This is an optimization exercise on Yosys and OpenROAD, whose aim is small area, a short achievable clock period and few clock cycles per item, not a production implementation.
The RTL was checked by simulation tests, not by an equivalence proof against the original design.
Power is estimated from default activity; no workload was simulated.

<file path="design/flow/flow/run.sh">
#!/bin/bash
# Layout flow: the standard layout (standard.sh), with two changes:
#  - synthesis without the full/half-adder extraction (ADDER_MAP_FILE empty),
#    so ABC maps the hand-built prefix adder itself;
#  - port buffers are buf_1 cells.
# Every register, its name and cell type are those of the standard synthesis.
set -euo pipefail
bash standard.sh ADDER_MAP_FILE= \
  'BUFFER_PORTS_ARGS=-buffer_cell sky130_fd_sc_hd__buf_1' \
  finish > flow_make.log 2>&1
</file>
<file path="design/flow/standard.sh">
#!/bin/bash
# synth_recipe.tcl (not shown) runs the flow's synth.tcl, then flattens the netlist and writes it again
# the make line also repeats each setting of config.mk as NAME=value (left out here)
make -C /OpenROAD-flow-scripts/flow DESIGN_CONFIG=/design/flow/config.mk WORK_HOME=/design/flow/orfs CLKGATE_MAP_FILE= SYNTH_SCRIPT=/design/flow/synth_recipe.tcl "${@:-finish}"
</file>
<file path="design/flow/config.mk">
export PLATFORM = sky130hd
export DESIGN_NAME = sc_reduce
export DESIGN_NICKNAME = sc_reduce
export VERILOG_FILES = /design/flow/design.v
export SDC_FILE = /design/flow/constraint.sdc
export NUM_CORES = 4
export LEC_CHECK = 0
export ABC_AREA = 1
export CAP_MARGIN = 20
export CORE_MARGIN = 2
export CORE_UTILIZATION = 40
export CTS_CLUSTER_DIAMETER = 110
export CTS_CLUSTER_SIZE = 26
export SETUP_SLACK_MARGIN = 5
export SLEW_MARGIN = 20
export SYNTH_HIERARCHICAL = 1
</file>
<file path="design/flow/constraint.sdc">
create_clock -name core_clock -period 10.0 [get_ports {clk}]
set_input_delay 2.0000 -clock core_clock [delete_from_list [all_inputs] [get_ports {clk}]]
set_output_delay 2.0000 -clock core_clock [all_outputs]
set_load 0.01 [all_outputs]
</file>
<file path="design/flow/design.v">
module sc_reduce (
    input  wire         clk,
    input  wire         rst,
    input  wire         in_valid,
    output wire         in_ready,
    input  wire [255:0] in_data,
    output wire         out_valid,
    input  wire         out_ready,
    output wire [255:0] out_data
);
    reg         v;       
    reg         fx;      
    reg [252:0] r;       
    reg         rb;      
    wire hold = v & ~out_ready;          
    wire [3:0]   h  = in_data[255:252];
    wire [128:0] xl = (fx | hold) ? r[128:0] : in_data[128:0];
    wire [122:0] xu = in_data[251:129];
    reg  [128:0] th;     
    always @(*) begin
        case (h)
            4'd0: th = 129'h0;
            4'd1: th = 129'h14def9dea2f79cd65812631a5cf5d3ed;
            4'd2: th = 129'h29bdf3bd45ef39acb024c634b9eba7da;
            4'd3: th = 129'h3e9ced9be8e6d6830837294f16e17bc7;
            4'd4: th = 129'h537be77a8bde735960498c6973d74fb4;
            4'd5: th = 129'h685ae1592ed6102fb85bef83d0cd23a1;
            4'd6: th = 129'h7d39db37d1cdad06106e529e2dc2f78e;
            4'd7: th = 129'h9218d51674c549dc6880b5b88ab8cb7b;
            4'd8: th = 129'ha6f7cef517bce6b2c09318d2e7ae9f68;
            4'd9: th = 129'hbbd6c8d3bab4838918a57bed44a47355;
            4'd10: th = 129'hd0b5c2b25dac205f70b7df07a19a4742;
            4'd11: th = 129'he594bc9100a3bd35c8ca4221fe901b2f;
            4'd12: th = 129'hfa73b66fa39b5a0c20dca53c5b85ef1c;
            4'd13: th = 129'h10f52b04e4692f6e278ef0856b87bc309;
            4'd14: th = 129'h12431aa2ce98a93b8d1016b71157196f6;
            4'd15: th = 129'h13910a40b8c82308f2913ce8b72676ae3;
            default: th = 129'h0;
        endcase
    end
    wire [128:0] t = fx ? 129'h1eb2106215d086329a7ed9ce5a30a2c13 : hold ? 129'd0 : th;    
    wire [128:0] d_g;
    wire [128:0] d_k;
    assign d_g = xl & ~t;   
    assign d_k = ~(xl ^ t);  
    wire d_G0_0 = d_g[3] | d_k[3] & (d_g[2] | d_k[2] & (d_g[1] | d_k[1] & (d_g[0])));
    wire d_P0_0 = d_k[3] & d_k[2] & d_k[1] & d_k[0];
    wire d_G1_0 = d_g[7] | d_k[7] & (d_g[6] | d_k[6] & (d_g[5] | d_k[5] & (d_g[4])));
    wire d_P1_0 = d_k[7] & d_k[6] & d_k[5] & d_k[4];
    wire d_G2_0 = d_g[11] | d_k[11] & (d_g[10] | d_k[10] & (d_g[9] | d_k[9] & (d_g[8])));
    wire d_P2_0 = d_k[11] & d_k[10] & d_k[9] & d_k[8];
    wire d_G3_0 = d_g[15] | d_k[15] & (d_g[14] | d_k[14] & (d_g[13] | d_k[13] & (d_g[12])));
    wire d_P3_0 = d_k[15] & d_k[14] & d_k[13] & d_k[12];
    wire d_G4_0 = d_g[19] | d_k[19] & (d_g[18] | d_k[18] & (d_g[17] | d_k[17] & (d_g[16])));
    wire d_P4_0 = d_k[19] & d_k[18] & d_k[17] & d_k[16];
    wire d_G5_0 = d_g[23] | d_k[23] & (d_g[22] | d_k[22] & (d_g[21] | d_k[21] & (d_g[20])));
    wire d_P5_0 = d_k[23] & d_k[22] & d_k[21] & d_k[20];
    wire d_G6_0 = d_g[27] | d_k[27] & (d_g[26] | d_k[26] & (d_g[25] | d_k[25] & (d_g[24])));
    wire d_P6_0 = d_k[27] & d_k[26] & d_k[25] & d_k[24];
    wire d_G7_0 = d_g[31] | d_k[31] & (d_g[30] | d_k[30] & (d_g[29] | d_k[29] & (d_g[28])));
    wire d_P7_0 = d_k[31] & d_k[30] & d_k[29] & d_k[28];
    wire d_G8_0 = d_g[35] | d_k[35] & (d_g[34] | d_k[34] & (d_g[33] | d_k[33] & (d_g[32])));
    wire d_P8_0 = d_k[35] & d_k[34] & d_k[33] & d_k[32];
    wire d_G9_0 = d_g[39] | d_k[39] & (d_g[38] | d_k[38] & (d_g[37] | d_k[37] & (d_g[36])));
    wire d_P9_0 = d_k[39] & d_k[38] & d_k[37] & d_k[36];
    wire d_G10_0 = d_g[43] | d_k[43] & (d_g[42] | d_k[42] & (d_g[41] | d_k[41] & (d_g[40])));
    wire d_P10_0 = d_k[43] & d_k[42] & d_k[41] & d_k[40];
    wire d_G11_0 = d_g[47] | d_k[47] & (d_g[46] | d_k[46] & (d_g[45] | d_k[45] & (d_g[44])));
    wire d_P11_0 = d_k[47] & d_k[46] & d_k[45] & d_k[44];
    wire d_G12_0 = d_g[51] | d_k[51] & (d_g[50] | d_k[50] & (d_g[49] | d_k[49] & (d_g[48])));
    wire d_P12_0 = d_k[51] & d_k[50] & d_k[49] & d_k[48];
    wire d_G13_0 = d_g[55] | d_k[55] & (d_g[54] | d_k[54] & (d_g[53] | d_k[53] & (d_g[52])));
    wire d_P13_0 = d_k[55] & d_k[54] & d_k[53] & d_k[52];
    wire d_G14_0 = d_g[59] | d_k[59] & (d_g[58] | d_k[58] & (d_g[57] | d_k[57] & (d_g[56])));
    wire d_P14_0 = d_k[59] & d_k[58] & d_k[57] & d_k[56];
    wire d_G15_0 = d_g[63] | d_k[63] & (d_g[62] | d_k[62] & (d_g[61] | d_k[61] & (d_g[60])));
    wire d_P15_0 = d_k[63] & d_k[62] & d_k[61] & d_k[60];
    wire d_G16_0 = d_g[67] | d_k[67] & (d_g[66] | d_k[66] & (d_g[65] | d_k[65] & (d_g[64])));
    wire d_P16_0 = d_k[67] & d_k[66] & d_k[65] & d_k[64];
    wire d_G17_0 = d_g[71] | d_k[71] & (d_g[70] | d_k[70] & (d_g[69] | d_k[69] & (d_g[68])));
    wire d_P17_0 = d_k[71] & d_k[70] & d_k[69] & d_k[68];
    wire d_G18_0 = d_g[75] | d_k[75] & (d_g[74] | d_k[74] & (d_g[73] | d_k[73] & (d_g[72])));
    wire d_P18_0 = d_k[75] & d_k[74] & d_k[73] & d_k[72];
    wire d_G19_0 = d_g[79] | d_k[79] & (d_g[78] | d_k[78] & (d_g[77] | d_k[77] & (d_g[76])));
    wire d_P19_0 = d_k[79] & d_k[78] & d_k[77] & d_k[76];
    wire d_G20_0 = d_g[83] | d_k[83] & (d_g[82] | d_k[82] & (d_g[81] | d_k[81] & (d_g[80])));
    wire d_P20_0 = d_k[83] & d_k[82] & d_k[81] & d_k[80];
    wire d_G21_0 = d_g[87] | d_k[87] & (d_g[86] | d_k[86] & (d_g[85] | d_k[85] & (d_g[84])));
    wire d_P21_0 = d_k[87] & d_k[86] & d_k[85] & d_k[84];
    wire d_G22_0 = d_g[91] | d_k[91] & (d_g[90] | d_k[90] & (d_g[89] | d_k[89] & (d_g[88])));
    wire d_P22_0 = d_k[91] & d_k[90] & d_k[89] & d_k[88];
    wire d_G23_0 = d_g[95] | d_k[95] & (d_g[94] | d_k[94] & (d_g[93] | d_k[93] & (d_g[92])));
    wire d_P23_0 = d_k[95] & d_k[94] & d_k[93] & d_k[92];
    wire d_G24_0 = d_g[99] | d_k[99] & (d_g[98] | d_k[98] & (d_g[97] | d_k[97] & (d_g[96])));
    wire d_P24_0 = d_k[99] & d_k[98] & d_k[97] & d_k[96];
    wire d_G25_0 = d_g[103] | d_k[103] & (d_g[102] | d_k[102] & (d_g[101] | d_k[101] & (d_g[100])));
    wire d_P25_0 = d_k[103] & d_k[102] & d_k[101] & d_k[100];
    wire d_G26_0 = d_g[107] | d_k[107] & (d_g[106] | d_k[106] & (d_g[105] | d_k[105] & (d_g[104])));
    wire d_P26_0 = d_k[107] & d_k[106] & d_k[105] & d_k[104];
    wire d_G27_0 = d_g[111] | d_k[111] & (d_g[110] | d_k[110] & (d_g[109] | d_k[109] & (d_g[108])));
    wire d_P27_0 = d_k[111] & d_k[110] & d_k[109] & d_k[108];
    wire d_G28_0 = d_g[115] | d_k[115] & (d_g[114] | d_k[114] & (d_g[113] | d_k[113] & (d_g[112])));
    wire d_P28_0 = d_k[115] & d_k[114] & d_k[113] & d_k[112];
    wire d_G29_0 = d_g[119] | d_k[119] & (d_g[118] | d_k[118] & (d_g[117] | d_k[117] & (d_g[116])));
    wire d_P29_0 = d_k[119] & d_k[118] & d_k[117] & d_k[116];
    wire d_G30_0 = d_g[123] | d_k[123] & (d_g[122] | d_k[122] & (d_g[121] | d_k[121] & (d_g[120])));
    wire d_P30_0 = d_k[123] & d_k[122] & d_k[121] & d_k[120];
    wire d_G31_0 = d_g[127] | d_k[127] & (d_g[126] | d_k[126] & (d_g[125] | d_k[125] & (d_g[124])));
    wire d_P31_0 = d_k[127] & d_k[126] & d_k[125] & d_k[124];
    wire d_G32_0 = d_g[128];
    wire d_P32_0 = d_k[128];
    wire d_C0 = d_G0_0 | d_P0_0;
    wire d_G1_1 = d_G1_0 | d_P1_0 & d_C0;
    wire d_G3_2 = d_G3_0 | d_P3_0 & d_G2_0;
    wire d_P3_2 = d_P3_0 & d_P2_0;
    wire d_G5_3 = d_G5_0 | d_P5_0 & d_G4_0;
    wire d_P5_3 = d_P5_0 & d_P4_0;
    wire d_G7_4 = d_G7_0 | d_P7_0 & d_G6_0;
    wire d_P7_4 = d_P7_0 & d_P6_0;
    wire d_G9_5 = d_G9_0 | d_P9_0 & d_G8_0;
    wire d_P9_5 = d_P9_0 & d_P8_0;
    wire d_G11_6 = d_G11_0 | d_P11_0 & d_G10_0;
    wire d_P11_6 = d_P11_0 & d_P10_0;
    wire d_G13_7 = d_G13_0 | d_P13_0 & d_G12_0;
    wire d_P13_7 = d_P13_0 & d_P12_0;
    wire d_G15_8 = d_G15_0 | d_P15_0 & d_G14_0;
    wire d_P15_8 = d_P15_0 & d_P14_0;
    wire d_G17_9 = d_G17_0 | d_P17_0 & d_G16_0;
    wire d_P17_9 = d_P17_0 & d_P16_0;
    wire d_G19_10 = d_G19_0 | d_P19_0 & d_G18_0;
    wire d_P19_10 = d_P19_0 & d_P18_0;
    wire d_G21_11 = d_G21_0 | d_P21_0 & d_G20_0;
    wire d_P21_11 = d_P21_0 & d_P20_0;
    wire d_G23_12 = d_G23_0 | d_P23_0 & d_G22_0;
    wire d_P23_12 = d_P23_0 & d_P22_0;
    wire d_G25_13 = d_G25_0 | d_P25_0 & d_G24_0;
    wire d_P25_13 = d_P25_0 & d_P24_0;
    wire d_G27_14 = d_G27_0 | d_P27_0 & d_G26_0;
    wire d_P27_14 = d_P27_0 & d_P26_0;
    wire d_G29_15 = d_G29_0 | d_P29_0 & d_G28_0;
    wire d_P29_15 = d_P29_0 & d_P28_0;
    wire d_G31_16 = d_G31_0 | d_P31_0 & d_G30_0;
    wire d_P31_16 = d_P31_0 & d_P30_0;
    wire d_G2_17 = d_G2_0 | d_P2_0 & d_G1_1;
    wire d_G3_18 = d_G3_2 | d_P3_2 & d_G1_1;
    wire d_G6_19 = d_G6_0 | d_P6_0 & d_G5_3;
    wire d_P6_19 = d_P6_0 & d_P5_3;
    wire d_G7_20 = d_G7_4 | d_P7_4 & d_G5_3;
    wire d_P7_20 = d_P7_4 & d_P5_3;
    wire d_G10_21 = d_G10_0 | d_P10_0 & d_G9_5;
    wire d_P10_21 = d_P10_0 & d_P9_5;
    wire d_G11_22 = d_G11_6 | d_P11_6 & d_G9_5;
    wire d_P11_22 = d_P11_6 & d_P9_5;
    wire d_G14_23 = d_G14_0 | d_P14_0 & d_G13_7;
    wire d_P14_23 = d_P14_0 & d_P13_7;
    wire d_G15_24 = d_G15_8 | d_P15_8 & d_G13_7;
    wire d_P15_24 = d_P15_8 & d_P13_7;
    wire d_G18_25 = d_G18_0 | d_P18_0 & d_G17_9;
    wire d_P18_25 = d_P18_0 & d_P17_9;
    wire d_G19_26 = d_G19_10 | d_P19_10 & d_G17_9;
    wire d_P19_26 = d_P19_10 & d_P17_9;
    wire d_G22_27 = d_G22_0 | d_P22_0 & d_G21_11;
    wire d_P22_27 = d_P22_0 & d_P21_11;
    wire d_G23_28 = d_G23_12 | d_P23_12 & d_G21_11;
    wire d_P23_28 = d_P23_12 & d_P21_11;
    wire d_G26_29 = d_G26_0 | d_P26_0 & d_G25_13;
    wire d_P26_29 = d_P26_0 & d_P25_13;
    wire d_G27_30 = d_G27_14 | d_P27_14 & d_G25_13;
    wire d_P27_30 = d_P27_14 & d_P25_13;
    wire d_G30_31 = d_G30_0 | d_P30_0 & d_G29_15;
    wire d_P30_31 = d_P30_0 & d_P29_15;
    wire d_G31_32 = d_G31_16 | d_P31_16 & d_G29_15;
    wire d_P31_32 = d_P31_16 & d_P29_15;
    wire d_G4_33 = d_G4_0 | d_P4_0 & d_G3_18;
    wire d_G5_34 = d_G5_3 | d_P5_3 & d_G3_18;
    wire d_G6_35 = d_G6_19 | d_P6_19 & d_G3_18;
    wire d_G7_36 = d_G7_20 | d_P7_20 & d_G3_18;
    wire d_G12_37 = d_G12_0 | d_P12_0 & d_G11_22;
    wire d_P12_37 = d_P12_0 & d_P11_22;
    wire d_G13_38 = d_G13_7 | d_P13_7 & d_G11_22;
    wire d_P13_38 = d_P13_7 & d_P11_22;
    wire d_G14_39 = d_G14_23 | d_P14_23 & d_G11_22;
    wire d_P14_39 = d_P14_23 & d_P11_22;
    wire d_G15_40 = d_G15_24 | d_P15_24 & d_G11_22;
    wire d_P15_40 = d_P15_24 & d_P11_22;
    wire d_G20_41 = d_G20_0 | d_P20_0 & d_G19_26;
    wire d_P20_41 = d_P20_0 & d_P19_26;
    wire d_G21_42 = d_G21_11 | d_P21_11 & d_G19_26;
    wire d_P21_42 = d_P21_11 & d_P19_26;
    wire d_G22_43 = d_G22_27 | d_P22_27 & d_G19_26;
    wire d_P22_43 = d_P22_27 & d_P19_26;
    wire d_G23_44 = d_G23_28 | d_P23_28 & d_G19_26;
    wire d_P23_44 = d_P23_28 & d_P19_26;
    wire d_G28_45 = d_G28_0 | d_P28_0 & d_G27_30;
    wire d_P28_45 = d_P28_0 & d_P27_30;
    wire d_G29_46 = d_G29_15 | d_P29_15 & d_G27_30;
    wire d_P29_46 = d_P29_15 & d_P27_30;
    wire d_G30_47 = d_G30_31 | d_P30_31 & d_G27_30;
    wire d_P30_47 = d_P30_31 & d_P27_30;
    wire d_G31_48 = d_G31_32 | d_P31_32 & d_G27_30;
    wire d_P31_48 = d_P31_32 & d_P27_30;
    wire d_G8_49 = d_G8_0 | d_P8_0 & d_G7_36;
    wire d_G9_50 = d_G9_5 | d_P9_5 & d_G7_36;
    wire d_G10_51 = d_G10_21 | d_P10_21 & d_G7_36;
    wire d_G11_52 = d_G11_22 | d_P11_22 & d_G7_36;
    wire d_G12_53 = d_G12_37 | d_P12_37 & d_G7_36;
    wire d_G13_54 = d_G13_38 | d_P13_38 & d_G7_36;
    wire d_G14_55 = d_G14_39 | d_P14_39 & d_G7_36;
    wire d_G15_56 = d_G15_40 | d_P15_40 & d_G7_36;
    wire d_G24_57 = d_G24_0 | d_P24_0 & d_G23_44;
    wire d_P24_57 = d_P24_0 & d_P23_44;
    wire d_G25_58 = d_G25_13 | d_P25_13 & d_G23_44;
    wire d_P25_58 = d_P25_13 & d_P23_44;
    wire d_G26_59 = d_G26_29 | d_P26_29 & d_G23_44;
    wire d_P26_59 = d_P26_29 & d_P23_44;
    wire d_G27_60 = d_G27_30 | d_P27_30 & d_G23_44;
    wire d_P27_60 = d_P27_30 & d_P23_44;
    wire d_G28_61 = d_G28_45 | d_P28_45 & d_G23_44;
    wire d_P28_61 = d_P28_45 & d_P23_44;
    wire d_G29_62 = d_G29_46 | d_P29_46 & d_G23_44;
    wire d_P29_62 = d_P29_46 & d_P23_44;
    wire d_G30_63 = d_G30_47 | d_P30_47 & d_G23_44;
    wire d_P30_63 = d_P30_47 & d_P23_44;
    wire d_G31_64 = d_G31_48 | d_P31_48 & d_G23_44;
    wire d_P31_64 = d_P31_48 & d_P23_44;
    wire d_G16_65 = d_G16_0 | d_P16_0 & d_G15_56;
    wire d_G17_66 = d_G17_9 | d_P17_9 & d_G15_56;
    wire d_G18_67 = d_G18_25 | d_P18_25 & d_G15_56;
    wire d_G19_68 = d_G19_26 | d_P19_26 & d_G15_56;
    wire d_G20_69 = d_G20_41 | d_P20_41 & d_G15_56;
    wire d_G21_70 = d_G21_42 | d_P21_42 & d_G15_56;
    wire d_G22_71 = d_G22_43 | d_P22_43 & d_G15_56;
    wire d_G23_72 = d_G23_44 | d_P23_44 & d_G15_56;
    wire d_G24_73 = d_G24_57 | d_P24_57 & d_G15_56;
    wire d_G25_74 = d_G25_58 | d_P25_58 & d_G15_56;
    wire d_G26_75 = d_G26_59 | d_P26_59 & d_G15_56;
    wire d_G27_76 = d_G27_60 | d_P27_60 & d_G15_56;
    wire d_G28_77 = d_G28_61 | d_P28_61 & d_G15_56;
    wire d_G29_78 = d_G29_62 | d_P29_62 & d_G15_56;
    wire d_G30_79 = d_G30_63 | d_P30_63 & d_G15_56;
    wire d_G31_80 = d_G31_64 | d_P31_64 & d_G15_56;
    wire d_G32_81 = d_G32_0 | d_P32_0 & d_G31_80;
    wire [129:0] d_c;
    assign d_c[0] = 1'b1;
    assign d_c[1] = d_g[0] | (d_k[0]) & 1'b1;
    assign d_c[2] = d_g[1] | d_k[1] & (d_g[0]) | (d_k[1] & d_k[0]) & 1'b1;
    assign d_c[3] = d_g[2] | d_k[2] & (d_g[1] | d_k[1] & (d_g[0])) | (d_k[2] & d_k[1] & d_k[0]) & 1'b1;
    assign d_c[4] = d_C0;
    assign d_c[5] = d_g[4] | (d_k[4]) & d_C0;
    assign d_c[6] = d_g[5] | d_k[5] & (d_g[4]) | (d_k[5] & d_k[4]) & d_C0;
    assign d_c[7] = d_g[6] | d_k[6] & (d_g[5] | d_k[5] & (d_g[4])) | (d_k[6] & d_k[5] & d_k[4]) & d_C0;
    assign d_c[8] = d_G1_1;
    assign d_c[9] = d_g[8] | (d_k[8]) & d_G1_1;
    assign d_c[10] = d_g[9] | d_k[9] & (d_g[8]) | (d_k[9] & d_k[8]) & d_G1_1;
    assign d_c[11] = d_g[10] | d_k[10] & (d_g[9] | d_k[9] & (d_g[8])) | (d_k[10] & d_k[9] & d_k[8]) & d_G1_1;
    assign d_c[12] = d_G2_17;
    assign d_c[13] = d_g[12] | (d_k[12]) & d_G2_17;
    assign d_c[14] = d_g[13] | d_k[13] & (d_g[12]) | (d_k[13] & d_k[12]) & d_G2_17;
    assign d_c[15] = d_g[14] | d_k[14] & (d_g[13] | d_k[13] & (d_g[12])) | (d_k[14] & d_k[13] & d_k[12]) & d_G2_17;
    assign d_c[16] = d_G3_18;
    assign d_c[17] = d_g[16] | (d_k[16]) & d_G3_18;
    assign d_c[18] = d_g[17] | d_k[17] & (d_g[16]) | (d_k[17] & d_k[16]) & d_G3_18;
    assign d_c[19] = d_g[18] | d_k[18] & (d_g[17] | d_k[17] & (d_g[16])) | (d_k[18] & d_k[17] & d_k[16]) & d_G3_18;
    assign d_c[20] = d_G4_33;
    assign d_c[21] = d_g[20] | (d_k[20]) & d_G4_33;
    assign d_c[22] = d_g[21] | d_k[21] & (d_g[20]) | (d_k[21] & d_k[20]) & d_G4_33;
    assign d_c[23] = d_g[22] | d_k[22] & (d_g[21] | d_k[21] & (d_g[20])) | (d_k[22] & d_k[21] & d_k[20]) & d_G4_33;
    assign d_c[24] = d_G5_34;
    assign d_c[25] = d_g[24] | (d_k[24]) & d_G5_34;
    assign d_c[26] = d_g[25] | d_k[25] & (d_g[24]) | (d_k[25] & d_k[24]) & d_G5_34;
    assign d_c[27] = d_g[26] | d_k[26] & (d_g[25] | d_k[25] & (d_g[24])) | (d_k[26] & d_k[25] & d_k[24]) & d_G5_34;
    assign d_c[28] = d_G6_35;
    assign d_c[29] = d_g[28] | (d_k[28]) & d_G6_35;
    assign d_c[30] = d_g[29] | d_k[29] & (d_g[28]) | (d_k[29] & d_k[28]) & d_G6_35;
    assign d_c[31] = d_g[30] | d_k[30] & (d_g[29] | d_k[29] & (d_g[28])) | (d_k[30] & d_k[29] & d_k[28]) & d_G6_35;
    assign d_c[32] = d_G7_36;
    assign d_c[33] = d_g[32] | (d_k[32]) & d_G7_36;
    assign d_c[34] = d_g[33] | d_k[33] & (d_g[32]) | (d_k[33] & d_k[32]) & d_G7_36;
    assign d_c[35] = d_g[34] | d_k[34] & (d_g[33] | d_k[33] & (d_g[32])) | (d_k[34] & d_k[33] & d_k[32]) & d_G7_36;
    assign d_c[36] = d_G8_49;
    assign d_c[37] = d_g[36] | (d_k[36]) & d_G8_49;
    assign d_c[38] = d_g[37] | d_k[37] & (d_g[36]) | (d_k[37] & d_k[36]) & d_G8_49;
    assign d_c[39] = d_g[38] | d_k[38] & (d_g[37] | d_k[37] & (d_g[36])) | (d_k[38] & d_k[37] & d_k[36]) & d_G8_49;
    assign d_c[40] = d_G9_50;
    assign d_c[41] = d_g[40] | (d_k[40]) & d_G9_50;
    assign d_c[42] = d_g[41] | d_k[41] & (d_g[40]) | (d_k[41] & d_k[40]) & d_G9_50;
    assign d_c[43] = d_g[42] | d_k[42] & (d_g[41] | d_k[41] & (d_g[40])) | (d_k[42] & d_k[41] & d_k[40]) & d_G9_50;
    assign d_c[44] = d_G10_51;
    assign d_c[45] = d_g[44] | (d_k[44]) & d_G10_51;
    assign d_c[46] = d_g[45] | d_k[45] & (d_g[44]) | (d_k[45] & d_k[44]) & d_G10_51;
    assign d_c[47] = d_g[46] | d_k[46] & (d_g[45] | d_k[45] & (d_g[44])) | (d_k[46] & d_k[45] & d_k[44]) & d_G10_51;
    assign d_c[48] = d_G11_52;
    assign d_c[49] = d_g[48] | (d_k[48]) & d_G11_52;
    assign d_c[50] = d_g[49] | d_k[49] & (d_g[48]) | (d_k[49] & d_k[48]) & d_G11_52;
    assign d_c[51] = d_g[50] | d_k[50] & (d_g[49] | d_k[49] & (d_g[48])) | (d_k[50] & d_k[49] & d_k[48]) & d_G11_52;
    assign d_c[52] = d_G12_53;
    assign d_c[53] = d_g[52] | (d_k[52]) & d_G12_53;
    assign d_c[54] = d_g[53] | d_k[53] & (d_g[52]) | (d_k[53] & d_k[52]) & d_G12_53;
    assign d_c[55] = d_g[54] | d_k[54] & (d_g[53] | d_k[53] & (d_g[52])) | (d_k[54] & d_k[53] & d_k[52]) & d_G12_53;
    assign d_c[56] = d_G13_54;
    assign d_c[57] = d_g[56] | (d_k[56]) & d_G13_54;
    assign d_c[58] = d_g[57] | d_k[57] & (d_g[56]) | (d_k[57] & d_k[56]) & d_G13_54;
    assign d_c[59] = d_g[58] | d_k[58] & (d_g[57] | d_k[57] & (d_g[56])) | (d_k[58] & d_k[57] & d_k[56]) & d_G13_54;
    assign d_c[60] = d_G14_55;
    assign d_c[61] = d_g[60] | (d_k[60]) & d_G14_55;
    assign d_c[62] = d_g[61] | d_k[61] & (d_g[60]) | (d_k[61] & d_k[60]) & d_G14_55;
    assign d_c[63] = d_g[62] | d_k[62] & (d_g[61] | d_k[61] & (d_g[60])) | (d_k[62] & d_k[61] & d_k[60]) & d_G14_55;
    assign d_c[64] = d_G15_56;
    assign d_c[65] = d_g[64] | (d_k[64]) & d_G15_56;
    assign d_c[66] = d_g[65] | d_k[65] & (d_g[64]) | (d_k[65] & d_k[64]) & d_G15_56;
    assign d_c[67] = d_g[66] | d_k[66] & (d_g[65] | d_k[65] & (d_g[64])) | (d_k[66] & d_k[65] & d_k[64]) & d_G15_56;
    assign d_c[68] = d_G16_65;
    assign d_c[69] = d_g[68] | (d_k[68]) & d_G16_65;
    assign d_c[70] = d_g[69] | d_k[69] & (d_g[68]) | (d_k[69] & d_k[68]) & d_G16_65;
    assign d_c[71] = d_g[70] | d_k[70] & (d_g[69] | d_k[69] & (d_g[68])) | (d_k[70] & d_k[69] & d_k[68]) & d_G16_65;
    assign d_c[72] = d_G17_66;
    assign d_c[73] = d_g[72] | (d_k[72]) & d_G17_66;
    assign d_c[74] = d_g[73] | d_k[73] & (d_g[72]) | (d_k[73] & d_k[72]) & d_G17_66;
    assign d_c[75] = d_g[74] | d_k[74] & (d_g[73] | d_k[73] & (d_g[72])) | (d_k[74] & d_k[73] & d_k[72]) & d_G17_66;
    assign d_c[76] = d_G18_67;
    assign d_c[77] = d_g[76] | (d_k[76]) & d_G18_67;
    assign d_c[78] = d_g[77] | d_k[77] & (d_g[76]) | (d_k[77] & d_k[76]) & d_G18_67;
    assign d_c[79] = d_g[78] | d_k[78] & (d_g[77] | d_k[77] & (d_g[76])) | (d_k[78] & d_k[77] & d_k[76]) & d_G18_67;
    assign d_c[80] = d_G19_68;
    assign d_c[81] = d_g[80] | (d_k[80]) & d_G19_68;
    assign d_c[82] = d_g[81] | d_k[81] & (d_g[80]) | (d_k[81] & d_k[80]) & d_G19_68;
    assign d_c[83] = d_g[82] | d_k[82] & (d_g[81] | d_k[81] & (d_g[80])) | (d_k[82] & d_k[81] & d_k[80]) & d_G19_68;
    assign d_c[84] = d_G20_69;
    assign d_c[85] = d_g[84] | (d_k[84]) & d_G20_69;
    assign d_c[86] = d_g[85] | d_k[85] & (d_g[84]) | (d_k[85] & d_k[84]) & d_G20_69;
    assign d_c[87] = d_g[86] | d_k[86] & (d_g[85] | d_k[85] & (d_g[84])) | (d_k[86] & d_k[85] & d_k[84]) & d_G20_69;
    assign d_c[88] = d_G21_70;
    assign d_c[89] = d_g[88] | (d_k[88]) & d_G21_70;
    assign d_c[90] = d_g[89] | d_k[89] & (d_g[88]) | (d_k[89] & d_k[88]) & d_G21_70;
    assign d_c[91] = d_g[90] | d_k[90] & (d_g[89] | d_k[89] & (d_g[88])) | (d_k[90] & d_k[89] & d_k[88]) & d_G21_70;
    assign d_c[92] = d_G22_71;
    assign d_c[93] = d_g[92] | (d_k[92]) & d_G22_71;
    assign d_c[94] = d_g[93] | d_k[93] & (d_g[92]) | (d_k[93] & d_k[92]) & d_G22_71;
    assign d_c[95] = d_g[94] | d_k[94] & (d_g[93] | d_k[93] & (d_g[92])) | (d_k[94] & d_k[93] & d_k[92]) & d_G22_71;
    assign d_c[96] = d_G23_72;
    assign d_c[97] = d_g[96] | (d_k[96]) & d_G23_72;
    assign d_c[98] = d_g[97] | d_k[97] & (d_g[96]) | (d_k[97] & d_k[96]) & d_G23_72;
    assign d_c[99] = d_g[98] | d_k[98] & (d_g[97] | d_k[97] & (d_g[96])) | (d_k[98] & d_k[97] & d_k[96]) & d_G23_72;
    assign d_c[100] = d_G24_73;
    assign d_c[101] = d_g[100] | (d_k[100]) & d_G24_73;
    assign d_c[102] = d_g[101] | d_k[101] & (d_g[100]) | (d_k[101] & d_k[100]) & d_G24_73;
    assign d_c[103] = d_g[102] | d_k[102] & (d_g[101] | d_k[101] & (d_g[100])) | (d_k[102] & d_k[101] & d_k[100]) & d_G24_73;
    assign d_c[104] = d_G25_74;
    assign d_c[105] = d_g[104] | (d_k[104]) & d_G25_74;
    assign d_c[106] = d_g[105] | d_k[105] & (d_g[104]) | (d_k[105] & d_k[104]) & d_G25_74;
    assign d_c[107] = d_g[106] | d_k[106] & (d_g[105] | d_k[105] & (d_g[104])) | (d_k[106] & d_k[105] & d_k[104]) & d_G25_74;
    assign d_c[108] = d_G26_75;
    assign d_c[109] = d_g[108] | (d_k[108]) & d_G26_75;
    assign d_c[110] = d_g[109] | d_k[109] & (d_g[108]) | (d_k[109] & d_k[108]) & d_G26_75;
    assign d_c[111] = d_g[110] | d_k[110] & (d_g[109] | d_k[109] & (d_g[108])) | (d_k[110] & d_k[109] & d_k[108]) & d_G26_75;
    assign d_c[112] = d_G27_76;
    assign d_c[113] = d_g[112] | (d_k[112]) & d_G27_76;
    assign d_c[114] = d_g[113] | d_k[113] & (d_g[112]) | (d_k[113] & d_k[112]) & d_G27_76;
    assign d_c[115] = d_g[114] | d_k[114] & (d_g[113] | d_k[113] & (d_g[112])) | (d_k[114] & d_k[113] & d_k[112]) & d_G27_76;
    assign d_c[116] = d_G28_77;
    assign d_c[117] = d_g[116] | (d_k[116]) & d_G28_77;
    assign d_c[118] = d_g[117] | d_k[117] & (d_g[116]) | (d_k[117] & d_k[116]) & d_G28_77;
    assign d_c[119] = d_g[118] | d_k[118] & (d_g[117] | d_k[117] & (d_g[116])) | (d_k[118] & d_k[117] & d_k[116]) & d_G28_77;
    assign d_c[120] = d_G29_78;
    assign d_c[121] = d_g[120] | (d_k[120]) & d_G29_78;
    assign d_c[122] = d_g[121] | d_k[121] & (d_g[120]) | (d_k[121] & d_k[120]) & d_G29_78;
    assign d_c[123] = d_g[122] | d_k[122] & (d_g[121] | d_k[121] & (d_g[120])) | (d_k[122] & d_k[121] & d_k[120]) & d_G29_78;
    assign d_c[124] = d_G30_79;
    assign d_c[125] = d_g[124] | (d_k[124]) & d_G30_79;
    assign d_c[126] = d_g[125] | d_k[125] & (d_g[124]) | (d_k[125] & d_k[124]) & d_G30_79;
    assign d_c[127] = d_g[126] | d_k[126] & (d_g[125] | d_k[125] & (d_g[124])) | (d_k[126] & d_k[125] & d_k[124]) & d_G30_79;
    assign d_c[128] = d_G31_80;
    assign d_c[129] = d_G32_81;
    wire [128:0] d_s = d_k ^ d_c[128:0];
    wire d_bo = ~d_c[129];
    wire neg = ~fx & d_bo & ~|xu;          
    wire adv = ~v | out_ready;
    wire [122:0] ru_dec;
    sc_reduce_dec u_dec (.u(r[251:129]), .b(rb), .y(ru_dec));
    sc_reduce_rdy u_rdy (.out_ready(out_ready), .v(v), .fx(fx), .in_ready(in_ready));
    assign out_valid = v;
    assign out_data  = {3'b000, r[252], ru_dec, r[128:0]};
    always @(posedge clk) begin
        if (rst) begin
            v  <= 1'b0;
            fx <= 1'b0;
        end else if (fx) begin
            v  <= 1'b1;
            fx <= 1'b0;
        end else if (adv) begin
            v  <= in_valid & ~neg;
            fx <= in_valid & neg;
        end
        r[128:0] <= d_s;
        if (adv) begin
            r[252] <= fx & ~d_bo;
            rb     <= d_bo;
        end
        if (adv & ~fx)
            r[251:129] <= xu;
    end
endmodule
module sc_reduce_dec (
    input  wire [122:0] u,
    input  wire         b,
    output wire [122:0] y
);
    wire [122:0] ru = u;
    wire [123:0] u_z;
    assign u_z[0] = 1'b1;
    wire u_B0_0 = ~|ru[3:0];
    wire u_B1_0 = ~|ru[7:4];
    wire u_B2_0 = ~|ru[11:8];
    wire u_B3_0 = ~|ru[15:12];
    wire u_B4_0 = ~|ru[19:16];
    wire u_B5_0 = ~|ru[23:20];
    wire u_B6_0 = ~|ru[27:24];
    wire u_B7_0 = ~|ru[31:28];
    wire u_B8_0 = ~|ru[35:32];
    wire u_B9_0 = ~|ru[39:36];
    wire u_B10_0 = ~|ru[43:40];
    wire u_B11_0 = ~|ru[47:44];
    wire u_B12_0 = ~|ru[51:48];
    wire u_B13_0 = ~|ru[55:52];
    wire u_B14_0 = ~|ru[59:56];
    wire u_B15_0 = ~|ru[63:60];
    wire u_B16_0 = ~|ru[67:64];
    wire u_B17_0 = ~|ru[71:68];
    wire u_B18_0 = ~|ru[75:72];
    wire u_B19_0 = ~|ru[79:76];
    wire u_B20_0 = ~|ru[83:80];
    wire u_B21_0 = ~|ru[87:84];
    wire u_B22_0 = ~|ru[91:88];
    wire u_B23_0 = ~|ru[95:92];
    wire u_B24_0 = ~|ru[99:96];
    wire u_B25_0 = ~|ru[103:100];
    wire u_B26_0 = ~|ru[107:104];
    wire u_B27_0 = ~|ru[111:108];
    wire u_B28_0 = ~|ru[115:112];
    wire u_B29_0 = ~|ru[119:116];
    wire u_B30_0 = ~|ru[122:120];
    wire u_B1_1 = u_B1_0 & u_B0_0;
    wire u_B3_1 = u_B3_0 & u_B2_0;
    wire u_B5_1 = u_B5_0 & u_B4_0;
    wire u_B7_1 = u_B7_0 & u_B6_0;
    wire u_B9_1 = u_B9_0 & u_B8_0;
    wire u_B11_1 = u_B11_0 & u_B10_0;
    wire u_B13_1 = u_B13_0 & u_B12_0;
    wire u_B15_1 = u_B15_0 & u_B14_0;
    wire u_B17_1 = u_B17_0 & u_B16_0;
    wire u_B19_1 = u_B19_0 & u_B18_0;
    wire u_B21_1 = u_B21_0 & u_B20_0;
    wire u_B23_1 = u_B23_0 & u_B22_0;
    wire u_B25_1 = u_B25_0 & u_B24_0;
    wire u_B27_1 = u_B27_0 & u_B26_0;
    wire u_B29_1 = u_B29_0 & u_B28_0;
    wire u_B2_2 = u_B2_0 & u_B1_1;
    wire u_B3_2 = u_B3_1 & u_B1_1;
    wire u_B6_2 = u_B6_0 & u_B5_1;
    wire u_B7_2 = u_B7_1 & u_B5_1;
    wire u_B10_2 = u_B10_0 & u_B9_1;
    wire u_B11_2 = u_B11_1 & u_B9_1;
    wire u_B14_2 = u_B14_0 & u_B13_1;
    wire u_B15_2 = u_B15_1 & u_B13_1;
    wire u_B18_2 = u_B18_0 & u_B17_1;
    wire u_B19_2 = u_B19_1 & u_B17_1;
    wire u_B22_2 = u_B22_0 & u_B21_1;
    wire u_B23_2 = u_B23_1 & u_B21_1;
    wire u_B26_2 = u_B26_0 & u_B25_1;
    wire u_B27_2 = u_B27_1 & u_B25_1;
    wire u_B30_2 = u_B30_0 & u_B29_1;
    wire u_B4_3 = u_B4_0 & u_B3_2;
    wire u_B5_3 = u_B5_1 & u_B3_2;
    wire u_B6_3 = u_B6_2 & u_B3_2;
    wire u_B7_3 = u_B7_2 & u_B3_2;
    wire u_B12_3 = u_B12_0 & u_B11_2;
    wire u_B13_3 = u_B13_1 & u_B11_2;
    wire u_B14_3 = u_B14_2 & u_B11_2;
    wire u_B15_3 = u_B15_2 & u_B11_2;
    wire u_B20_3 = u_B20_0 & u_B19_2;
    wire u_B21_3 = u_B21_1 & u_B19_2;
    wire u_B22_3 = u_B22_2 & u_B19_2;
    wire u_B23_3 = u_B23_2 & u_B19_2;
    wire u_B28_3 = u_B28_0 & u_B27_2;
    wire u_B29_3 = u_B29_1 & u_B27_2;
    wire u_B30_3 = u_B30_2 & u_B27_2;
    wire u_B8_4 = u_B8_0 & u_B7_3;
    wire u_B9_4 = u_B9_1 & u_B7_3;
    wire u_B10_4 = u_B10_2 & u_B7_3;
    wire u_B11_4 = u_B11_2 & u_B7_3;
    wire u_B12_4 = u_B12_3 & u_B7_3;
    wire u_B13_4 = u_B13_3 & u_B7_3;
    wire u_B14_4 = u_B14_3 & u_B7_3;
    wire u_B15_4 = u_B15_3 & u_B7_3;
    wire u_B24_4 = u_B24_0 & u_B23_3;
    wire u_B25_4 = u_B25_1 & u_B23_3;
    wire u_B26_4 = u_B26_2 & u_B23_3;
    wire u_B27_4 = u_B27_2 & u_B23_3;
    wire u_B28_4 = u_B28_3 & u_B23_3;
    wire u_B29_4 = u_B29_3 & u_B23_3;
    wire u_B30_4 = u_B30_3 & u_B23_3;
    wire u_B16_5 = u_B16_0 & u_B15_4;
    wire u_B17_5 = u_B17_1 & u_B15_4;
    wire u_B18_5 = u_B18_2 & u_B15_4;
    wire u_B19_5 = u_B19_2 & u_B15_4;
    wire u_B20_5 = u_B20_3 & u_B15_4;
    wire u_B21_5 = u_B21_3 & u_B15_4;
    wire u_B22_5 = u_B22_3 & u_B15_4;
    wire u_B23_5 = u_B23_3 & u_B15_4;
    wire u_B24_5 = u_B24_4 & u_B15_4;
    wire u_B25_5 = u_B25_4 & u_B15_4;
    wire u_B26_5 = u_B26_4 & u_B15_4;
    wire u_B27_5 = u_B27_4 & u_B15_4;
    wire u_B28_5 = u_B28_4 & u_B15_4;
    wire u_B29_5 = u_B29_4 & u_B15_4;
    wire u_B30_5 = u_B30_4 & u_B15_4;
    assign u_z[1] = ~|ru[0:0];
    assign u_z[2] = ~|ru[1:0];
    assign u_z[3] = ~|ru[2:0];
    assign u_z[4] = u_B0_0;
    assign u_z[5] = u_B0_0 & ~|ru[4:4];
    assign u_z[6] = u_B0_0 & ~|ru[5:4];
    assign u_z[7] = u_B0_0 & ~|ru[6:4];
    assign u_z[8] = u_B1_1;
    assign u_z[9] = u_B1_1 & ~|ru[8:8];
    assign u_z[10] = u_B1_1 & ~|ru[9:8];
    assign u_z[11] = u_B1_1 & ~|ru[10:8];
    assign u_z[12] = u_B2_2;
    assign u_z[13] = u_B2_2 & ~|ru[12:12];
    assign u_z[14] = u_B2_2 & ~|ru[13:12];
    assign u_z[15] = u_B2_2 & ~|ru[14:12];
    assign u_z[16] = u_B3_2;
    assign u_z[17] = u_B3_2 & ~|ru[16:16];
    assign u_z[18] = u_B3_2 & ~|ru[17:16];
    assign u_z[19] = u_B3_2 & ~|ru[18:16];
    assign u_z[20] = u_B4_3;
    assign u_z[21] = u_B4_3 & ~|ru[20:20];
    assign u_z[22] = u_B4_3 & ~|ru[21:20];
    assign u_z[23] = u_B4_3 & ~|ru[22:20];
    assign u_z[24] = u_B5_3;
    assign u_z[25] = u_B5_3 & ~|ru[24:24];
    assign u_z[26] = u_B5_3 & ~|ru[25:24];
    assign u_z[27] = u_B5_3 & ~|ru[26:24];
    assign u_z[28] = u_B6_3;
    assign u_z[29] = u_B6_3 & ~|ru[28:28];
    assign u_z[30] = u_B6_3 & ~|ru[29:28];
    assign u_z[31] = u_B6_3 & ~|ru[30:28];
    assign u_z[32] = u_B7_3;
    assign u_z[33] = u_B7_3 & ~|ru[32:32];
    assign u_z[34] = u_B7_3 & ~|ru[33:32];
    assign u_z[35] = u_B7_3 & ~|ru[34:32];
    assign u_z[36] = u_B8_4;
    assign u_z[37] = u_B8_4 & ~|ru[36:36];
    assign u_z[38] = u_B8_4 & ~|ru[37:36];
    assign u_z[39] = u_B8_4 & ~|ru[38:36];
    assign u_z[40] = u_B9_4;
    assign u_z[41] = u_B9_4 & ~|ru[40:40];
    assign u_z[42] = u_B9_4 & ~|ru[41:40];
    assign u_z[43] = u_B9_4 & ~|ru[42:40];
    assign u_z[44] = u_B10_4;
    assign u_z[45] = u_B10_4 & ~|ru[44:44];
    assign u_z[46] = u_B10_4 & ~|ru[45:44];
    assign u_z[47] = u_B10_4 & ~|ru[46:44];
    assign u_z[48] = u_B11_4;
    assign u_z[49] = u_B11_4 & ~|ru[48:48];
    assign u_z[50] = u_B11_4 & ~|ru[49:48];
    assign u_z[51] = u_B11_4 & ~|ru[50:48];
    assign u_z[52] = u_B12_4;
    assign u_z[53] = u_B12_4 & ~|ru[52:52];
    assign u_z[54] = u_B12_4 & ~|ru[53:52];
    assign u_z[55] = u_B12_4 & ~|ru[54:52];
    assign u_z[56] = u_B13_4;
    assign u_z[57] = u_B13_4 & ~|ru[56:56];
    assign u_z[58] = u_B13_4 & ~|ru[57:56];
    assign u_z[59] = u_B13_4 & ~|ru[58:56];
    assign u_z[60] = u_B14_4;
    assign u_z[61] = u_B14_4 & ~|ru[60:60];
    assign u_z[62] = u_B14_4 & ~|ru[61:60];
    assign u_z[63] = u_B14_4 & ~|ru[62:60];
    assign u_z[64] = u_B15_4;
    assign u_z[65] = u_B15_4 & ~|ru[64:64];
    assign u_z[66] = u_B15_4 & ~|ru[65:64];
    assign u_z[67] = u_B15_4 & ~|ru[66:64];
    assign u_z[68] = u_B16_5;
    assign u_z[69] = u_B16_5 & ~|ru[68:68];
    assign u_z[70] = u_B16_5 & ~|ru[69:68];
    assign u_z[71] = u_B16_5 & ~|ru[70:68];
    assign u_z[72] = u_B17_5;
    assign u_z[73] = u_B17_5 & ~|ru[72:72];
    assign u_z[74] = u_B17_5 & ~|ru[73:72];
    assign u_z[75] = u_B17_5 & ~|ru[74:72];
    assign u_z[76] = u_B18_5;
    assign u_z[77] = u_B18_5 & ~|ru[76:76];
    assign u_z[78] = u_B18_5 & ~|ru[77:76];
    assign u_z[79] = u_B18_5 & ~|ru[78:76];
    assign u_z[80] = u_B19_5;
    assign u_z[81] = u_B19_5 & ~|ru[80:80];
    assign u_z[82] = u_B19_5 & ~|ru[81:80];
    assign u_z[83] = u_B19_5 & ~|ru[82:80];
    assign u_z[84] = u_B20_5;
    assign u_z[85] = u_B20_5 & ~|ru[84:84];
    assign u_z[86] = u_B20_5 & ~|ru[85:84];
    assign u_z[87] = u_B20_5 & ~|ru[86:84];
    assign u_z[88] = u_B21_5;
    assign u_z[89] = u_B21_5 & ~|ru[88:88];
    assign u_z[90] = u_B21_5 & ~|ru[89:88];
    assign u_z[91] = u_B21_5 & ~|ru[90:88];
    assign u_z[92] = u_B22_5;
    assign u_z[93] = u_B22_5 & ~|ru[92:92];
    assign u_z[94] = u_B22_5 & ~|ru[93:92];
    assign u_z[95] = u_B22_5 & ~|ru[94:92];
    assign u_z[96] = u_B23_5;
    assign u_z[97] = u_B23_5 & ~|ru[96:96];
    assign u_z[98] = u_B23_5 & ~|ru[97:96];
    assign u_z[99] = u_B23_5 & ~|ru[98:96];
    assign u_z[100] = u_B24_5;
    assign u_z[101] = u_B24_5 & ~|ru[100:100];
    assign u_z[102] = u_B24_5 & ~|ru[101:100];
    assign u_z[103] = u_B24_5 & ~|ru[102:100];
    assign u_z[104] = u_B25_5;
    assign u_z[105] = u_B25_5 & ~|ru[104:104];
    assign u_z[106] = u_B25_5 & ~|ru[105:104];
    assign u_z[107] = u_B25_5 & ~|ru[106:104];
    assign u_z[108] = u_B26_5;
    assign u_z[109] = u_B26_5 & ~|ru[108:108];
    assign u_z[110] = u_B26_5 & ~|ru[109:108];
    assign u_z[111] = u_B26_5 & ~|ru[110:108];
    assign u_z[112] = u_B27_5;
    assign u_z[113] = u_B27_5 & ~|ru[112:112];
    assign u_z[114] = u_B27_5 & ~|ru[113:112];
    assign u_z[115] = u_B27_5 & ~|ru[114:112];
    assign u_z[116] = u_B28_5;
    assign u_z[117] = u_B28_5 & ~|ru[116:116];
    assign u_z[118] = u_B28_5 & ~|ru[117:116];
    assign u_z[119] = u_B28_5 & ~|ru[118:116];
    assign u_z[120] = u_B29_5;
    assign u_z[121] = u_B29_5 & ~|ru[120:120];
    assign u_z[122] = u_B29_5 & ~|ru[121:120];
    assign u_z[123] = u_B30_5;
    assign y = ru ^ ({123{b}} & u_z[122:0]);
endmodule
module sc_reduce_rdy (
    input  wire out_ready,
    input  wire v,
    input  wire fx,
    output wire in_ready
);
    assign in_ready = ~fx & (~v | out_ready);
endmodule
</file>
==> summary.txt, run 1 <==
Synth Cell Area=just under 20000 um^2; non-filler cells, final=about 4000; nets@finish=roughly 3700; Clock Power Share=between 10% and 20%; Clock Skew=22.83 ps; largest net degree at the start of global routing=just under 80; CP max FO=17; Pre-Repair DR Iteration Count=8; vias in the first global route=approximately 18000; number of buffers added on ports=between 500 and 600; P_sw=roughly 0.0015 W; Initial DRC Count=between 1500 and 2000; Area contributors post-synth=nand2_1 23%, edfxtp_1 19%, dfxtp_1 13%, inv_1 6.0%, buf_4 5.8%; wire length per cell=18.02 um; # H-tree levels=1; initial core utilization=between 40% and 50%; initial antenna violation count=3; max_cap viols=0; dpl cells=around 4000; Clk Latency, worst-skew pair=about 530 ps; sequential power share=approximately 42%; Clock Path Buffers=3; Max Freq=around 200 MHz; Die Y=224.9 um; most numerous cell in the Yosys netlist=nand2_1; top cells by count, synth=1219 x nand2_1, 312 x inv_1, 227 x nor2_1, 197 x nand3_1, 151 x buf_4; Worst EP required=roughly 10000 ps; worst path arrival time=5140 ps; Routed WL=72380 um; Routed Antenna Nets=0; main flop type after synthesis=dfxtp_1; setup tns final=0 ps; Vias/cell=roughly 5.0; core area=roughly 48000 um^2; cell taking the most area after synthesis=nand2_1; fraction of layout cells with a size suffix above 1=under 10%; gpl congestion=between 1 and 1.5; die area=between 50000 and 60000 um^2; Tmin final=roughly 4900 ps; Remaining Overflow, GRT=0; dpl cell area=roughly 21000 um^2; TritonCTS clock tree=built; Hold WS=633.7 ps; Top Ports=~520; synthesized flop and latch total=256; leakage dissipation=roughly 11 nW; Post-synth EDFFs=between 100 and 150; pwr/cell area=166.6 nW/um^2; DR vias=a little over 20000; dpl hpwl=56480 um; clock sinks=~260; Distinct cells, synth=between 50 and 60; hold buffers post-CTS=0; Finished Cell Area=between 20000 and 25000 um^2; crit end category=flop; peak supply drop=roughly 0.11 mV; Layout area overhead=12.70%; internal power=between 0.002 and 0.0025 W; post-synthesis cell count=about 3000; fraction of the yosys area taken by sequential cells=32.66%; Tcrit/Tclk final=between 40 and 50%; Synth top area share=between 20% and 30%; Util after Layout=between 40 and 50%; die width=about 220 um; Pins Over Slew Limit=0; max_slew headroom=a little over a third; Root Driver=clkbuf_16; Comb pwr share=between 30% and 40%; Avg Cell Area, Syn=6.504 um^2; cts bufs inserted=14; asr flop ratio synth=0%; CTS clock-pin slew for the worst setup and hold paths=around 100 ps; class of the worst hold path=flop to flop; FP Rows=80; crit start category=primary input; GRT Overall Usage=26.63%; final setup fails=0; Switching Fraction=between 40% and 50%; Post-route DRC=0; CP Class=primary input to flop; Ys Warns=7; status=timing/DRC/antenna clean; RSZ-0062 raised after global routing=false; first-pass GRT wire length=103400 um; Hold Vio Cnt, Final=0; worst slew pin tran=973.1 ps
[power groups by stage]
stage                     clock network, W  registers, W  logic (W)
after CTS                         0.000701       0.00154    0.00139
after floorplan                          0       0.00148    0.00121
final                             0.000681       0.00155    0.00144
after detailed placement                 0       0.00156    0.00137
after global placement                   0       0.00157    0.00137
after global routing              0.000736       0.00157    0.00159
[flip-flops by register name, summed over array words and instances, names as in the netlist]
name / count
fx: 1
r: 253
rb: 1
v: 1
[Yosys stat by module (local to each module, per instance)]
module | cell area (um^2) | flip-flops and latches | cells inside | times used
sc_reduce_rdy | 12.51 | 0 | 2 | 1
sc_reduce_dec | 2536 | 0 | 588 | 1
sc_reduce | 16980 | 256 | 2412 | 1
[area by class of cell]
class | count | area [um^2]
tap | 615 | 769.5
clock buffer | 20 | 415.4
multi-input combinational | 2230 | 10690
sequential | 256 | 6376
timing repair buffer | 554 | 2382
fill | 5123 | 25940
timing repair inverter | 3 | 42.54
antenna | 3 | 7.507
clock inverter | 4 | 32.53
inverter | 331 | 1289
[cells in the final DEF (no fill, tap or decap), types with 24 or more instances in the layout]
cell type,n
nor2_1,222
a21oi_1,41
edfxtp_1,125
nand3b_1,24
xnor2_1,41
buf_4,31
nor3_1,24
nand3_1,196
or2_2,31
nand4_1,47
xor2_1,95
o21ai_0,79
inv_1,308
dfxtp_1,131
nand2_1,1206
buf_1,511
nor4_1,32
nand2_2,32
[timing repair]
action	in CTS	in global routing
gates resized for setup	23	57
setup buffers	6	23
pin swaps	2	3
endpoints found under the setup margin	120	96
cloned	3	7
endpoints found under the hold margin	0	0
[cells by family (layout without fill, tap and decap cells)]
kind of cell,after synthesis,count (layout),share of synthesized area [%]
buffers and inverters,522,912,13.63
other,1,6,0.01921
AO/OA/AOI/OAI,195,195,5.755
flip-flops,256,256,32.66
AND/OR/NAND/NOR,1882,1886,41.32
multiplexers,10,10,0.5127
XOR/XNOR,136,136,6.101
[path summary, 6_finish.rpt]
| path | start | end | slack [ps] | depth (start not counted) |
|---|---|---|---|---|
| setup reg to reg | fx | r[85] | 5940 | 23 |
| hold reg to reg | r[57] | r[57] | 630 | 2 |
| setup / recovery | out_ready | r[252] | 5120 | 22 |
| hold / removal | r[57] | r[57] | 630 | 2 |
[worst max-delay path, stage by stage]
cell and delay (ps):
buf_1 150, inv_2 90, nand2_8 180, nand2_8 160
clkinv_16 130, nand2_1 150, nor2_4 260, clkinvlp_4 200
nand2_1 110, inv_1 60, a21boi_0 240, nor2_1 70
nor2_1 140, nand2_1 60, nand2_1 60, nand2_1 100
a21oi_1 200, nand2_2 170, a21oi_1 210, nand2_2 120
a21boi_1 200, nor2_1 60
[layer usage]
metal / vias to the layer above / wire (um) / GRT usage, %
met2: 844 / 33780 / 45.72
met5: - / 0 / 0
li1: 10140 / - / -
met4: 0 / 2924 / 9.998
met3: 130 / 5436 / 3.937
met1: 9139 / 30230 / 33.82
[metrics by stage]
stage               power [W]  setup WS, ps
floorplan            0.002689          5047
global placement     0.002943          3638
detailed placement   0.002934          3597
CTS                  0.003635          5015
global route         0.003893          4956
finish               0.003666          5117
Testbench counts, summed over its fixed seeds: cycles 1,608, values 1,600.
==> run 2, diff against run 1 <==
--- a/design/flow/config.mk
+++ b/design/flow/config.mk
@@ -10,7 +10,8 @@
 export CORE_MARGIN = 2
 export CORE_UTILIZATION = 40
-export CTS_CLUSTER_DIAMETER = 110
-export CTS_CLUSTER_SIZE = 26
+export CTS_CLUSTER_DIAMETER = 90
+export CTS_CLUSTER_SIZE = 20
 export SETUP_SLACK_MARGIN = 5
 export SLEW_MARGIN = 20
 export SYNTH_HIERARCHICAL = 1
+export TNS_END_PERCENT = 0
==> summary.txt, run 2 <==
peak supply drop=0.09887 mV (-5.9%); Routed WL=72300 um (-0.11%); core area=47950 um^2 (unchanged); largest register by flop count=r; most prevalent standard cell on the critical path=nand2_1; Area contributors post-synth=nand2_1 23%, edfxtp_1 19%, dfxtp_1 13%, inv_1 6.0%, buf_4 5.8%; vias in the first global route=18070 (+0.48%); clock sinks=256 (unchanged); Synth Cell Area=19520 um^2 (unchanged); CP Class=primary input to flop; top cells by count, synth=1219 x nand2_1, 312 x inv_1, 227 x nor2_1, 197 x nand3_1, 151 x buf_4; RSZ-0062 raised after global routing=true; hold buffers post-CTS=0 (unchanged); Remaining Overflow, GRT=0 (unchanged); asr flop ratio synth=0% (unchanged); crit start category=primary input; die width=224.9 um (unchanged); GRT Overall Usage=26.64% (about the same); fraction of the yosys area taken by sequential cells=32.66% (unchanged); die area=50590 um^2 (unchanged); Clk Latency, worst-skew pair=540 ps (about the same); Layout area overhead=13.30%; largest net degree at the start of global routing=77 (unchanged); most numerous cell in the Yosys netlist=nand2_1; setup tns final=0 ps (unchanged); crit end category=flop; dpl cells=3950 (unchanged); initial antenna violation count=4 (+1); slowest stage delay, CP=290 ps (+30 ps); Ys Warns=7 (unchanged); pwr/cell area=171.1 nW/um^2 (+2.7%); Post-synth EDFFs=125 (unchanged); main flop type after synthesis=dfxtp_1; worst path arrival time=5360 ps (+220 ps); Avg Cell Area, Syn=6.504 um^2 (unchanged); Crit-path slowest cell=nand3_1; Routed Antenna Nets=0 (unchanged); Clock Path Buffers=3 (unchanged); Vias/cell=5.042 (about the same); DR vias=20280 (+0.14%); crit path cell chain=buf_4, clkinvlp_4, buf_4, buf_4, nand3_1, nand3_1, o21ai_0, inv_1, nand2_1, nand2_1, inv_1, nand2_1, nor2_1, nand2_1, nor2_2, nand2_1, clkinv_2, nand3_1, nand2_1, nand2_1, nand2_1, nand2_1, nand2_1, nand2_1; Hold Vio Cnt, Final=0 (unchanged); fraction of layout cells with a size suffix above 1=6.872% (+0.13 points); most common cell after layout, fill and taps aside=nand2_1; Synth top area share=23.44% (unchanged); worst slew pin tran=970.6 ps (-2.472 ps); leakage dissipation=10.97 nW (+0.64%); nets@finish=3654 (+0.11%); Root Driver=clkbuf_16; FP Rows=80 (unchanged); final setup fails=0 (unchanged); CP max FO=17 (unchanged); wire length per cell=17.97 um (-0.28%); gpl congestion=1.008 (unchanged); Clock Skew=15.91 ps (-6.921 ps); Tcrit/Tclk final=49.23% (+0.40 points); DP Worst Slack=3597 ps (unchanged); TritonCTS clock tree=built; status=timing/DRC/antenna clean; # H-tree levels=1 (unchanged); post-synthesis cell count=3002 (unchanged); Die Y=224.9 um (unchanged); filler cell count=5108 (-0.29%); Max Freq=203.1 MHz (-0.81%); max FFs per register=253 (unchanged); CTS clock-pin slew for the worst setup and hold paths=90 ps (about the same); Tmin final=4923 ps (+39.93 ps); non-filler cells, final=4023 (+0.17%); first-pass GRT wire length=103500 um (about the same); Pre-Repair DR Iteration Count=7 (-1); Worst EP required=10440 ps (+180 ps); initial core utilization=40.72% (unchanged); max_slew headroom=35.29% (+0.16 points); number of buffers added on ports=514 (unchanged); dpl hpwl=56480 um (unchanged); Distinct cells, synth=59 (unchanged); Top Ports=518 (unchanged); class of the worst hold path=flop to flop; Post-route DRC=0 (unchanged); most frequent cells in the layout=1207 x nand2_1, 511 x buf_1, 308 x inv_1; final worst slack=5077 ps (-39.93 ps); Initial DRC Count=1757 (+1.5%); cts bufs inserted=17 (+3); synthesized flop and latch total=256 (unchanged); max_cap viols=0 (unchanged); Pins Over Slew Limit=0 (unchanged); cell taking the most area after synthesis=nand2_1
[run 2: cell counts after synthesis]
Identical to the previous run, type by type.
[run 2: critical path: cells and delay by family]
kind | cells | cell delay, ps
AOI/OAI and AO/OA | 1 | 290
buffers and inverters | 7 | 1100
and+or+nand+nor | 16 | 1960
[run 2: through the flow]
step | util, % | total power [W] | hold slack [ps] | area [um^2]
2_1_floorplan | - | 0.002689 | 567.0 | 19540
3_3_place_gp | 43.58 | 0.002943 | 597.3 | 20890
3_5_place_dp | 43.58 | 0.002934 | 618.4 | 20890
4_1_cts | 45.02 | 0.003755 | 630.9 | 21590
5_1_grt | 46.14 | 0.004013 | 661.4 | 22120
6_report | 46.14 | 0.003786 | 622.0 | 22120
[run 2: power breakdown]
| part | internal, W | total (W) | switching, W |
|---|---|---|---|
| Sequential | 0.00136 | 0.00155 | 0.000191 |
| Combinational | 0.000471 | 0.00143 | 0.000956 |
| Clock | 0.000418 | 0.000809 | 0.000391 |
| Total | 0.00225 | 0.00379 | 0.00154 |
[run 2: layout make-up]
cell class,instances,area [um^2],share of cell area [%]
flip-flops and latches,256,6376,28.83
diodes,3,7.507,0.03394
multi-input cells,2230,10690,48.31
inverters,331,1287,5.820
repair buffers,555,2367,10.70
well taps,615,769.5,3.479
clock inverters,7,128.9,0.5826
clock buffers,23,457.9,2.070
repair inverters,3,38.79,0.1753
[run 2: routing by layer]
layer / up-vias / GRT usage, % / share of wire (%) / routed length [um]
met5: - / 0 / 0.018 / 13
met4: 2 / 10.30 / 3.9 / 2800
met3: 139 / 4.198 / 8.2 / 5915
met2: 863 / 45.71 / 47 / 34030
met1: 9122 / 33.56 / 41 / 29540
li1: 10160 / - / - / -
[run 2: repair_timing]
action	4_1_cts	5_1_grt
endpoints found under the hold margin	0	0
buffers inserted	2	28
resized for setup	17	54
cloned	3	7
pin swaps	2	4
endpoints found under the setup margin	120	103
[run 2: Yosys stat by module (local to each module, per instance)]
module         times used  flip-flops and latches  cells inside  cell area [um^2]
sc_reduce_dec           1                       0           588              2536
sc_reduce_rdy           1                       0             2             12.51
sc_reduce               1                     256          2412             16980
[run 2: path summary, 6_finish.rpt]
kind                            slack (ps)  cells past startpoint    startpoint  endpoint
worst max-delay path                  5080                     24  in_data[254]    r[106]
worst min-delay path                   620                      2         r[57]     r[57]
worst max register to register        5840                     24            fx     r[77]
worst min register to register         620                      2         r[57]     r[57]
[run 2: cells by family after synthesis]
kind of cell           synth area share (%)
AO/OA/AOI/OAI                         5.755
XOR/XNOR                              6.101
buffers and inverters                 13.63
flip-flops                            32.66
multiplexers                         0.5127
other                               0.01921
AND/OR/NAND/NOR                       41.32

==> what the ideal ports hide <==
The results above use ideal ports. As a check the final layouts listed here were re-extracted and re-timed, cells and wires unchanged.
Step 1: set_driving_cell puts a clkbuf_16 on clk and a buf_2 on each other input, an assumption about the parent block.
Step 2 adds t to the input delays and takes it off the output delays; t is the mean of the earliest and latest rising clock arrival at the registers after step 1. Input paths then give back, and output paths get back, about the clock's delay inside the block.
Slacks: ideal ports / drivers / drivers and shift; pairs: ideal ports / drivers.
| run | shift t [ns] | setup slack, ns | worst register clock-pin slew, ns |
|---|---|---|---|
| run 1 | 0.578 | 5.117 / 5.092 / 4.522 | 0.11 / 0.11 |
| run 2 | 0.586 | 5.077 / 5.063 / 4.477 | 0.09 / 0.09 |
After both steps setup and hold are still met in every run listed. For run 2, which loses most, drivers alone change the setup slack by -0.014 ns; drivers and shift together by -0.600 ns.
